Source: an optimization exercise on an open RTL-to-GDS flow (aim: small area, a short achievable clock period and few clock cycles). Production flows keep margins and buffers that such runs may drop.
Only simulation tests tie the RTL to the original design; equivalence was not proved.
Power figures rest on the tool's default switching activity, not on a simulated workload.

===== flow/run.sh =====
#!/bin/bash
set -euo pipefail
bash standard.sh synth > make_synth.log 2>&1
bash standard.sh "BUFFER_PORTS_ARGS=-buffer_cell sky130_fd_sc_hd__buf_1" \
    finish > make_layout.log 2>&1

===== standard.sh =====
#!/bin/bash
# synth_recipe.tcl (not shown) runs the flow's synth.tcl, then flattens the netlist and writes it again
# the make line also repeats each setting of config.mk as NAME=value (left out here)
make -C /OpenROAD-flow-scripts/flow DESIGN_CONFIG=/design/flow/config.mk WORK_HOME=/design/flow/orfs CLKGATE_MAP_FILE= SYNTH_SCRIPT=/design/flow/synth_recipe.tcl "${@:-finish}"

===== config.mk =====
export PLATFORM = sky130hd
export DESIGN_NAME = asc_core
export DESIGN_NICKNAME = asc_core
export VERILOG_FILES = /design/flow/design.v
export SDC_FILE = /design/flow/constraint.sdc
export NUM_CORES = 4
export LEC_CHECK = 0
export CAP_MARGIN = 20
export CORE_MARGIN = 2
export CORE_UTILIZATION = 50
export CTS_CLUSTER_DIAMETER = 120
export CTS_CLUSTER_SIZE = 24
export PLACE_DENSITY = 0.6
export SETUP_SLACK_MARGIN = 3.5
export SLEW_MARGIN = 20
export SYNTH_HIERARCHICAL = 1

===== constraint.sdc =====
create_clock -name core_clock -period 10.0 [get_ports {clk}]
set_input_delay 2.0000 -clock core_clock [delete_from_list [all_inputs] [get_ports {clk}]]
set_output_delay 2.0000 -clock core_clock [all_outputs]
set_load 0.01 [all_outputs]

===== design.v =====
module asc_core (
    input  wire        clk,
    input  wire        rst,
    input  wire        start,
    input  wire [23:0] prog_len,
    input  wire [15:0] max_steps,
    output wire        busy,
    output reg         done,
    output reg  [1:0]  status,
    output reg  [2:0]  fault_code,
    output wire [23:0] fault_val,
    output wire [23:0] imem_addr,
    input  wire [35:0] imem_data,
    output reg  [23:0] pc,
    output reg  [15:0] tick,
    output wire [47:0] regs,
    output reg         flag_z,
    output reg         flag_c,
    input  wire [6:0]  mem_raddr,
    output wire [11:0] mem_rdata
);
    localparam MEM_CAP = 128;
    localparam ST_HALTED  = 2'd1;
    localparam ST_FAULTED = 2'd2;
    localparam F_ADDRESS     = 3'd4;
    localparam F_CONTROL     = 3'd5;
    localparam F_RESOURCE    = 3'd6;
    localparam F_UNSUPPORTED = 3'd7;
    reg        run;         
    reg        skip_h;      
    reg        skip_r;      
    reg [35:0] ir;          
    reg [11:0] x0, x1, x2, x3;
    reg [11:0] mem [0:MEM_CAP-1];
    assign busy = run;
    assign regs = {x3, x2, x1, x0};
    wire [35:0] w     = ir;
    wire [4:0]  op    = w[35:31];
    wire [3:0]  r     = w[30:27];
    wire        fa    = w[26];
    wire        fb    = w[25];
    wire [11:0] fld_a = w[23:12];
    wire [11:0] fld_b = w[11:0];
    wire        dec_fault;
    wire [2:0]  dec_fcode;
    wire [4:0]  dec_fval;
    asc_decode u_dec (.w(w), .fault(dec_fault), .fcode(dec_fcode), .fval(dec_fval));
    function [11:0] xsel;
        input [1:0]  i;
        input [11:0] r0, r1, r2, r3;
        case (i)
            2'd0: xsel = r0;
            2'd1: xsel = r1;
            2'd2: xsel = r2;
            default: xsel = r3;
        endcase
    endfunction
    wire        rd_r = (op == 5'h0E);
    wire [11:0] xa = xsel(fld_a[1:0], x0, x1, x2, x3);
    wire [11:0] xb = xsel(rd_r ? r[1:0] : fld_b[1:0], x0, x1, x2, x3);
    wire [11:0] xr = xb;
    wire [11:0] va = fa ? fld_a : xa;
    wire [11:0] vb = fb ? fld_b : xb;
    wire [11:0] alu_y;
    wire        alu_z, alu_c;
    asc_alu u_alu (.op(op), .a(va), .b(vb), .y(alu_y), .z(alu_z), .c(alu_c));
    wire is_halt   = (op == 5'h00);
    wire is_alu    = (op >= 5'h01 && op <= 5'h0C);
    wire is_flag   = (op >= 5'h01 && op <= 5'h0A);
    wire is_load   = (op == 5'h0D);
    wire is_store  = (op == 5'h0E);
    wire is_jump   = (op == 5'h0F);
    wire is_jumpif = (op == 5'h10);
    wire is_ls     = is_load | is_store;
    wire is_jmp    = is_jump | is_jumpif;
    wire [23:0] ea     = fa ? w[23:0] : {12'd0, xa};
    wire        ea_bad = fa ? (w[23:7] != 17'd0) : (xa[11:7] != 5'd0);
    reg cond;
    always @* begin
        case (w[30:29])
            2'b00: cond = flag_z;
            2'b01: cond = ~flag_z;
            2'b10: cond = flag_c;
            default: cond = ~flag_c;
        endcase
    end
    wire [23:0] target  = w[23:0];
    wire        taken   = is_jump | (is_jumpif & cond);
    wire [23:0] pc_inc   = pc + 24'd1;
    wire [15:0] tick_inc = tick + 16'd1;
    wire [23:0] npc      = taken ? target : pc_inc;
    wire        npc_out  = (npc >= prog_len);
    wire        tgt_bad  = npc_out;
    assign imem_addr = run ? npc : 24'd0;
    wire exec = run & ~skip_h & ~skip_r;
    wire i_fault = dec_fault
                 | (~is_halt & ~is_alu & ~is_ls & ~is_jmp)      
                 | (is_ls & ea_bad)
                 | (is_jmp & taken & tgt_bad);
    wire i_ok    = ~i_fault & ~is_halt;                        
    wire nx_halt = ~taken & npc_out;
    wire nx_res  = (tick_inc == max_steps);
    wire commit  = exec & i_ok;
    wire ending  = ~exec | ~i_ok | nx_halt | nx_res;
    reg [2:0]  end_code;
    reg [1:0]  end_status;
    always @* begin
        end_status = ST_FAULTED;
        end_code   = 3'd0;
        if (skip_h) begin
            end_status = ST_HALTED;
        end else if (skip_r) begin
            end_code = F_RESOURCE;
        end else if (dec_fault) begin
            end_code = dec_fcode;
        end else if (is_halt) begin
            end_status = ST_HALTED;
        end else if (is_ls & ea_bad) begin
            end_code = F_ADDRESS;
        end else if (is_jmp & taken & tgt_bad) begin
            end_code = F_CONTROL;
        end else if (~is_alu & ~is_ls & ~is_jmp) begin
            end_code = F_UNSUPPORTED;
        end else if (nx_halt) begin
            end_status = ST_HALTED;
        end else begin
            end_code = F_RESOURCE;
        end
    end
    genvar g, h;
    reg  [6:0] ma;
    wire wr_m = exec & is_store & ~dec_fault & ~ea_bad;
    wire [7:0]  npa_e, npa_h, nwa;
    wire [15:0] npb_e, npb_h, nwb;
    generate
        for (g = 0; g < 8; g = g + 1) begin : g_pa
            assign npa_e[g] = ~(run & (ma[2:0] == g));
            assign npa_h[g] = ~(~run & (mem_raddr[2:0] == g));
            assign nwa[g]   = ~((ma[2:0] == g) | rst);
        end
        for (g = 0; g < 16; g = g + 1) begin : g_pb
            assign npb_e[g] = ~(ma[6:3] == g);
            assign npb_h[g] = ~(mem_raddr[6:3] == g);
            assign nwb[g]   = ~(((ma[6:3] == g) & wr_m) | rst);
        end
    endgenerate
    wire [MEM_CAP-1:0] rsel, wsel;
    generate
        for (g = 0; g < 16; g = g + 1) begin : g_row
            for (h = 0; h < 8; h = h + 1) begin : g_col
                asc_o22ai u_r (.a0(npa_h[h]), .a1(npb_h[g]), .b0(npa_e[h]), .b1(npb_e[g]),
                               .y(rsel[8*g+h]));
                asc_nor2 u_w (.a(nwa[h]), .b(nwb[g]), .y(wsel[8*g+h]));
            end
        end
    endgenerate
    wire [11:0] mrd;
    generate
        for (g = 0; g < 12; g = g + 1) begin : g_bit
            wire [127:0] d;
            for (h = 0; h < MEM_CAP; h = h + 1) begin : g_in
                assign d[h] = mem[h][g];
            end
            asc_rdtree u_t (.d(d), .s(rsel), .y(mrd[g]));
        end
    endgenerate
    assign mem_rdata = mrd;
    wire [11:0] mwd = rst ? 12'd0 : xr;
    generate
        for (g = 0; g < MEM_CAP; g = g + 1) begin : g_mem
            always @(posedge clk)
                if (wsel[g])
                    mem[g] <= mwd;
        end
    endgenerate
    wire [11:0] wdata = is_load ? mrd : alu_y;
    wire        wr_x  = exec & ~dec_fault & (is_alu | (is_load & ~ea_bad));
    wire        wr_f  = exec & ~dec_fault & is_flag;
    wire [35:0] nw = imem_data;
    wire [11:0] nxa = (wr_x && r[1:0] == nw[13:12]) ? wdata
                    : xsel(nw[13:12], x0, x1, x2, x3);
    always @(posedge clk)
        if (run ? ~ending : start)
            ir <= nw;
    always @(posedge clk)
        ma <= nw[26] ? nw[6:0] : nxa[6:0];
    assign fault_val = (fault_code == F_ADDRESS) ? ea
                     : (fault_code == F_CONTROL) ? target
                     : (fault_code == F_UNSUPPORTED) ? {19'd0, op}
                     : (fault_code[0] & ~fault_code[2]) ? {19'd0, dec_fval}   
                     : 24'd0;
    always @(posedge clk) begin
        if (rst) begin
            run        <= 1'b0;
            skip_h     <= 1'b0;
            skip_r     <= 1'b0;
            done       <= 1'b0;
            status     <= 2'd0;
            fault_code <= 3'd0;
            pc         <= 24'd0;
            tick       <= 16'd0;
            flag_z     <= 1'b0;
            flag_c     <= 1'b0;
        end else begin
            done <= run & ending;
            if (!run) begin
                if (start) begin
                    run    <= 1'b1;
                    skip_h <= (prog_len == 24'd0);
                    skip_r <= (max_steps == 16'd0);
                    pc     <= 24'd0;
                    tick   <= 16'd0;
                end
            end else begin
                if (ending) begin
                    run        <= 1'b0;
                    status     <= end_status;
                    fault_code <= end_code;
                end
                if (exec)
                    tick <= tick_inc;
                if (commit)
                    pc <= npc;
            end
            if (wr_f) begin
                flag_z <= alu_z;
                flag_c <= alu_c;
            end
        end
    end
    wire [11:0] xwd = rst ? 12'd0 : wdata;
    always @(posedge clk) if (rst | (wr_x & (r[1:0] == 2'd0))) x0 <= xwd;
    always @(posedge clk) if (rst | (wr_x & (r[1:0] == 2'd1))) x1 <= xwd;
    always @(posedge clk) if (rst | (wr_x & (r[1:0] == 2'd2))) x2 <= xwd;
    always @(posedge clk) if (rst | (wr_x & (r[1:0] == 2'd3))) x3 <= xwd;
endmodule
module asc_o22ai (input wire a0, a1, b0, b1, output wire y);
    assign y = ~((a0 | a1) & (b0 | b1));
endmodule
module asc_nor2 (input wire a, input wire b, output wire y);
    assign y = ~(a | b);
endmodule
module asc_rdtree (input wire [127:0] d, input wire [127:0] s, output wire y);
    wire [42:0] n;
    wire [10:0] o1;
    genvar k;
    generate
        for (k = 0; k < 42; k = k + 1) begin : g_aoi
            asc_aoi222 u (.a0(d[3*k]), .a1(s[3*k]), .b0(d[3*k+1]), .b1(s[3*k+1]),
                          .c0(d[3*k+2]), .c1(s[3*k+2]), .y(n[k]));
        end
        for (k = 0; k < 10; k = k + 1) begin : g_n4
            asc_nand4 u (.a(n[4*k]), .b(n[4*k+1]), .c(n[4*k+2]), .d(n[4*k+3]), .y(o1[k]));
        end
    endgenerate
    asc_aoi22 u_a (.a0(d[126]), .a1(s[126]), .b0(d[127]), .b1(s[127]), .y(n[42]));
    asc_nand3 u_n3 (.a(n[40]), .b(n[41]), .c(n[42]), .y(o1[10]));
    asc_or11  u_o (.a(o1), .y(y));
endmodule
module asc_or11 (input wire [10:0] a, output wire y);
    assign y = |a;
endmodule
module asc_aoi22 (input wire a0, a1, b0, b1, output wire y);
    assign y = ~((a0 & a1) | (b0 & b1));
endmodule
module asc_aoi222 (input wire a0, a1, b0, b1, c0, c1, output wire y);
    assign y = ~((a0 & a1) | (b0 & b1) | (c0 & c1));
endmodule
module asc_nand4 (input wire a, b, c, d, output wire y);
    assign y = ~(a & b & c & d);
endmodule
module asc_nand3 (input wire a, b, c, output wire y);
    assign y = ~(a & b & c);
endmodule
module asc_decode (
    input  wire [35:0] w,
    output reg         fault,
    output reg  [2:0]  fcode,
    output reg  [4:0]  fval
);
    localparam NUM_REGISTERS = 4;
    localparam F_ILLEGAL   = 3'd1;
    localparam F_MALFORMED = 3'd2;
    localparam F_BADREG    = 3'd3;
    wire [4:0]  op    = w[35:31];
    wire [3:0]  r     = w[30:27];
    wire        fa    = w[26];
    wire        fb    = w[25];
    wire [11:0] fld_a = w[23:12];
    wire [11:0] fld_b = w[11:0];
    wire        f0    = w[24];
    wire is_n  = (op == 5'h00);
    wire is_a2 = (op >= 5'h01 && op <= 5'h05) || (op >= 5'h07 && op <= 5'h0A);
    wire is_a1 = (op == 5'h06) || (op == 5'h0B) || (op == 5'h0C);
    wire is_m  = (op == 5'h0D) || (op == 5'h0E);
    wire is_j  = (op == 5'h0F);
    wire is_jc = (op == 5'h10);
    wire is_k  = (op == 5'h11);
    wire is_c3 = (op >= 5'h12 && op <= 5'h14);
    wire is_q  = (op == 5'h15) || (op == 5'h16);
    wire illegal = (op >= 5'h17);
    wire rsv_bad = (is_a2 & f0)
                 | (is_a1 & (fb | f0 | (fld_b != 12'd0)))
                 | (is_m  & (fb | f0 | (~fa & (fld_b != 12'd0))))
                 | (is_j  & (w[30:24] != 7'd0))
                 | (is_jc & (w[28:24] != 5'd0))
                 | (is_n  & (w[30:0] != 31'd0))
                 | (is_k  & ((w[26:24] != 3'd0) | (fld_b != 12'd0)))
                 | (is_c3 & (w[26:24] != 3'd0));
    wire form_bad = ((op == 5'h0B) & ~fa) | ((op == 5'h0C) & fa);
    wire use_r = is_a2 | is_a1 | is_m | is_k | is_c3 | is_q;
    wire use_a = (is_a2 & ~fa) | ((op == 5'h06) & ~fa) | (op == 5'h0C)
               | (is_m & ~fa) | is_c3 | is_q;
    wire use_b = (is_a2 & ~fb) | is_c3 | is_q;
    wire high_bad = (use_a & (fld_a[11:4] != 8'd0)) | (use_b & (fld_b[11:4] != 8'd0));
    wire mask_bad = (op == 5'h16) & (w[26:24] == 3'd0);
    always @* begin
        fault = 1'b1;
        fcode = F_MALFORMED;
        fval  = 5'd0;
        if (illegal) begin
            fcode = F_ILLEGAL;
            fval  = op;
        end else if (rsv_bad | form_bad | high_bad | mask_bad) begin
            fcode = F_MALFORMED;
        end else if (use_r & (r >= NUM_REGISTERS)) begin
            fcode = F_BADREG;
            fval  = {1'b0, r};
        end else if (use_a & (fld_a[3:0] >= NUM_REGISTERS)) begin
            fcode = F_BADREG;
            fval  = {1'b0, fld_a[3:0]};
        end else if (use_b & (fld_b[3:0] >= NUM_REGISTERS)) begin
            fcode = F_BADREG;
            fval  = {1'b0, fld_b[3:0]};
        end else begin
            fault = 1'b0;
            fcode = 3'd0;
        end
    end
endmodule
module asc_alu (
    input  wire [4:0]  op,
    input  wire [11:0] a,
    input  wire [11:0] b,
    output reg  [11:0] y,
    output reg         z,
    output reg         c
);
    wire is_add = (op == 5'h01) | (op == 5'h02);
    wire is_shl = (op == 5'h07);
    wire is_shr = (op == 5'h08);
    wire is_sar = (op == 5'h09);
    wire is_rol = (op == 5'h0A);
    wire        sub = (op == 5'h02);
    wire [11:0] bx  = b ^ {12{sub}};
    wire [11:0] p   = a ^ bx;
    reg  [12:0] gg, pp;
    integer d, i;
    always @* begin
        gg = {a & bx, sub};
        pp = {p, 1'b0};
        for (d = 1; d < 13; d = d * 2)
            for (i = 2 * d - 1; i < 13; i = i + 2 * d) begin
                gg[i] = gg[i] | (pp[i] & gg[i-d]);
                pp[i] = pp[i] & pp[i-d];
            end
        for (d = 4; d >= 1; d = d / 2)
            for (i = 3 * d - 1; i < 13; i = i + 2 * d) begin
                gg[i] = gg[i] | (pp[i] & gg[i-d]);
                pp[i] = pp[i] & pp[i-d];
            end
    end
    wire [11:0] sum   = p ^ gg[11:0];
    wire        sum_z = &(p ~^ {a[10:0] | bx[10:0], sub});
    wire        hi   = (b[11:4] != 8'd0);
    wire        ge12 = hi | (b[3:2] == 2'b11);
    wire        big  = hi | (b[3:0] > 4'd12);
    wire [3:0]  s    = ge12 ? 4'd12 : b[3:0];
    function [2:0] r3;       
        input [1:0] dg;
        case (dg)
            2'd1: r3 = 3'b010;
            2'd2: r3 = 3'b100;
            default: r3 = 3'b001;
        endcase
    endfunction
    function [2:0] r3add;    
        input [2:0] u, v;
        begin
            r3add[0] = (u[0] & v[0]) | (u[1] & v[2]) | (u[2] & v[1]);
            r3add[1] = (u[0] & v[1]) | (u[1] & v[0]) | (u[2] & v[2]);
            r3add[2] = (u[0] & v[2]) | (u[2] & v[0]) | (u[1] & v[1]);
        end
    endfunction
    wire [2:0] q3 = r3add(r3add(r3(b[3:2]), r3(b[5:4])),
                          r3add(r3add(r3(b[7:6]), r3(b[9:8])), r3(b[11:10])));
    reg [3:0] rl;
    always @* begin
        if (is_rol)
            rl = {q3[2], q3[1], b[1:0]};
        else if (is_shl)
            rl = (s == 4'd12) ? 4'd0 : s;
        else
            rl = (s == 4'd0) ? 4'd0 : 4'd12 - s;
    end
    wire [11:0] r1 = rl[1] ? (rl[0] ? {a[8:0], a[11:9]} : {a[9:0], a[11:10]})
                           : (rl[0] ? {a[10:0], a[11]} : a);
    wire [11:0] rot = rl[3] ? {r1[3:0], r1[11:4]}
                            : (rl[2] ? {r1[7:0], r1[11:8]} : r1);
    reg  [11:0] t_ge, t_lt;
    integer j;
    always @* begin
        for (j = 0; j < 12; j = j + 1) begin
            t_ge[j] = (j >= s);
            t_lt[j] = (11 - j >= s);
        end
    end
    wire [11:0] keep = is_shl ? t_ge : t_lt;
    wire        fill = is_sar & a[11];
    wire [11:0] shf  = (rot & keep) | (~keep & {12{fill}});
    wire        shc  = (s == 4'd0) | (big & ~is_sar) ? 1'b0
                     : (is_shl ? rot[0] : rot[11]);
    reg [11:0] yo;
    always @* begin
        yo = 12'd0;
        c  = 1'b0;
        case (op)
            5'h01, 5'h02: c = gg[12];
            5'h03: yo = a & bx;
            5'h04: yo = p | (a & bx);
            5'h05: yo = p;
            5'h06: yo = ~a;
            5'h07, 5'h08, 5'h09: begin yo = shf; c = shc; end
            5'h0A: yo = rot;
            default: yo = a;               
        endcase
        y = is_add ? sum : yo;
        z = is_add ? sum_z : (yo == 12'd0);
    end
endmodule

==> impl_metrics.toml <==
[drt]
drc = 0
wirelength_mm = 218.9
firstDrtPassIters = 13
wire_per_inst_um = 33.14
drt_iter0_markers = 7919
num_vias = 45830
via_per_inst = 6.939
postRouteAntennaNets = 0

[timing]
fin_skew_ns = 0.04928
max_freq_ghz = 0.1428
hold_viol_final = 0
slew_violations = 0
rsz0062_at_grt = "true"
layout_min_cycle_time_ns = 7.002
fin_hold_ws_ns = 0.4668
worst_pin_slew_ns = 1.251
setup_viol = 0
setup_tns_ns = 0
slew_headroom = 0.1661
post-route-period-util = 0.7002

[worst_setup_path]
start_kind = "input pin"
worst_ep_arrival_time_ns = 5.00
cp.required_ns = 8.00
critPathKind = "input pin to primary output"
r2r_start = "ir[33]$_DFFE_PP_"
startpoint = "mem_raddr[0]"
end_kind = "primary output"
crit_fanout = 6

[die]
io_pins = 243
fp.dieArea_um2 = 138300
initial_utilization = 0.5051
row_count = 134
die_h_um = 371.9
die_w_um = 371.9
fp.coreArea_um2 = 134000

[pwr]
p_per_area_nw_per_um2 = 177.8
p_leak_nw = 25.50
peakVddDrop_mv = 0.1277

[synthesis]
synth_nets = 4412
synth-async-reset-ratio = 0
synth_cells = 4252
yosys-top-cells-area = "edfxtp_1 72%, a222oi_1 7.5%, dfxtp_1 1.7%, nor2_1 1.5%, o22ai_1 1.4%"
synth_edf_count = 1620
syn_area_um2 = 67660
netlist_top_cells_count = "1620 x edfxtp_1, 507 x a222oi_1, 270 x nor2_1"
synth_cell_types = 108
synth-main-ff-cell = "edfxtp_1"
yosysSeqAreaShare = 0.7361
ys_ff_latch = 1678
yosys.area.top_type = "edfxtp_1"
yosysMostFrequentCell = "edfxtp_1"
yosys_warnings = 10
avgSynthCellArea_um2 = 15.91
synth_top_cell_area_share = 0.7190

[cts]
h-tree-depth = 3
holdBufCountCts = 0
tritoncts = "done"
clock_latency_ns = 0.75
numCtsBuffers = 80
clock-sinks = 1678
path_clk_slew_ns = 0.10
clockBufferDepth = 3
root_buffer = "clkbuf_16"

[placement]
io_buffers = 242
hpwl_mm = 139.6
gp_congestion = 0.9611

[cells_and_area]
finish.utilization = 0.5791
area_growth_syn_to_layout_pct = 14.65
layout.nets = 4973
drive_gt1_frac = 0.1697

[grt]
grt_pass1_vias = 42810
grt_max_degree = 93
grt_usage = 0.3086
antenna_found_initial = 4
grt_overflow = 0
grt_pass1_wl_mm = 307.0

[min_path]
min_from = "status[1]$_SDFFE_PP0P_"
min_path_type = "register to register"

[outcome]
status = "timing/DRC/antenna clean"

[run]
maxCapViolCount = 0
==> state kept, by name (all words and copies together) (netlist names), 7 cells and up <==
register,cells
ir,36
ma,7
mem,1536
pc,24
tick,16
x0,12
x1,12
x2,12
x3,12
==> power breakdown <==
group	leakage (nW)	switching [mW]	total [mW]	internal, mW
Combinational	8.22	1.18	1.61	0.429
Clock	1.06	2.15	3.63	1.48
Sequential	16.2	0.190	8.56	8.37
==> through the flow <==
| step | total power [mW] | instances | instance area, um^2 | setup WS (ns) |
|---|---|---|---|---|
| floorplan | 9.403 | 4252 | 67660 | 3.641 |
| global placement | 10.11 | 6356 | 72090 | 1.944 |
| global route | 14.17 | 6601 | 77560 | 2.929 |
| CTS | 13.77 | 6563 | 76890 | 3.191 |
| detailed placement | 10.14 | 6362 | 72280 | 1.995 |
| finish | 13.79 | 6604 | 77570 | 2.998 |
==> cell type report <==
class / instances / area [um^2]
Clock inverter: 8 / 118.9
Antenna cell: 5 / 12.51
Multi-Input combinational cell: 2367 / 18880
Inverter: 93 / 349.1
Tap cell: 1768 / 2212
Timing Repair Buffer: 593 / 4141
Sequential cell: 1678 / 49810
Fill cell: 10420 / 56390
Clock buffer: 92 / 2047
==> per-module statistics from Yosys (local to each module, per instance), excerpt <==
module	flip-flops and latches	area, um^2
asc_aoi222	0	10.01
asc_o22ai	0	6.256
asc_aoi22	0	12.51
asc_or11	0	22.52
asc_core	1678	55870
asc_nor2	0	3.754
asc_alu	0	3462
==> worst paths after layout <==
check	to	slack, ns	cells after the start
max	mem_rdata[9]	3.00	16
max reg2reg	ma[2]$_DFF_P_	3.66	24
min	status[1]$_SDFFE_PP0P_	0.47	2
min reg2reg	status[1]$_SDFFE_PP0P_	0.47	2
==> repair_timing <==
action,CTS,global route
setup endpoints to repair,69,149
gates cloned,8,2
gates resized for setup,314,58
hold endpoints to repair,0,0
pin swaps,112,51
setup buffers,93,27
==> worst max-delay path, stage by stage <==
cell and delay [ns]:
buf_8 0.10, nor2b_4 0.15, buf_12 0.16, nand2_8 0.12, buf_12 0.13, buf_12 0.12
buf_8 0.14, o22ai_4 0.08, clkdlybuf4s15_2 0.29, a222oi_1 0.50, nand4_1 0.35, nor4_2 0.26
buf_4 0.21, nand3_2 0.09, buf_6 0.17, buf_6 0.12
==> metal layers <==
| layer | GRT usage | share of wire | vias to the layer above |
|---|---|---|---|
| met5 | 0 | 0.00012 | - |
| met4 | 0.1124 | 0.039 | 4 |
| met3 | 0.06657 | 0.12 | 424 |
| met2 | 0.4810 | 0.46 | 2965 |
| met1 | 0.4295 | 0.38 | 23150 |
| li1 | - | - | 19290 |
==> cells in the final DEF, fill, tap and decap left out, types with 41 or more instances in the layout <==
cell type,netlist,final
xnor2_1,54,54
and2_1,41,41
nand2_1,209,192
nand3_1,120,100
mux2i_1,57,52
o22ai_2,0,56
buf_6,4,50
o21ai_0,94,73
a21oi_1,151,142
inv_1,91,91
nor2_1,270,190
edfxtp_1,1620,1620
buf_4,5,280
nand4_1,144,144
a222oi_1,507,507
clkbuf_16,0,80
nor2_2,0,67
buf_1,9,224
o22ai_1,147,73
dfxtp_1,58,58
ha_1,68,66
==> cells by family after synthesis <==
family / after synthesis / share of synthesized area
flip-flops: 1678 / 0.7361
other: 1 / 0.00005542
AO/OA/AOI/OAI: 1092 / 0.1318
adder cells (fa/ha/maj): 74 / 0.01435
buffers and inverters: 207 / 0.01241
AND/OR/NAND/NOR: 1030 / 0.07744
XOR/XNOR: 72 / 0.009320
multiplexers: 98 / 0.01847
Testbench counts, summed over its fixed seeds: cycles 18,311.

-- afterwards: timing with drivers on the ports --
No port has a modelled driver above. Below, the same layout with a new extraction and two added sets of constraints. Step 1 assumes that a clkbuf_16 drives the clock port and a buf_2 every other input. Step 2 adds t to the input delays and takes it off the output delays; t is the mean of the earliest and latest rising clock arrival at the registers after step 1. Input paths then give back, and output paths get back, about the clock's delay inside the block. a / b / c = ideal ports / drivers / drivers and shift; a / b = the first two.
shift t [ns]: 0.807
setup slack, ns: 2.998 / 2.954 / 2.954
latest minus earliest clock arrival (ns): 0.054 / 0.054
cell pins on the clock port's net: 1
After both steps this run still meets setup and hold. The setup slack of this run moves by -0.044 ns with the drivers and by -0.044 ns with both steps.
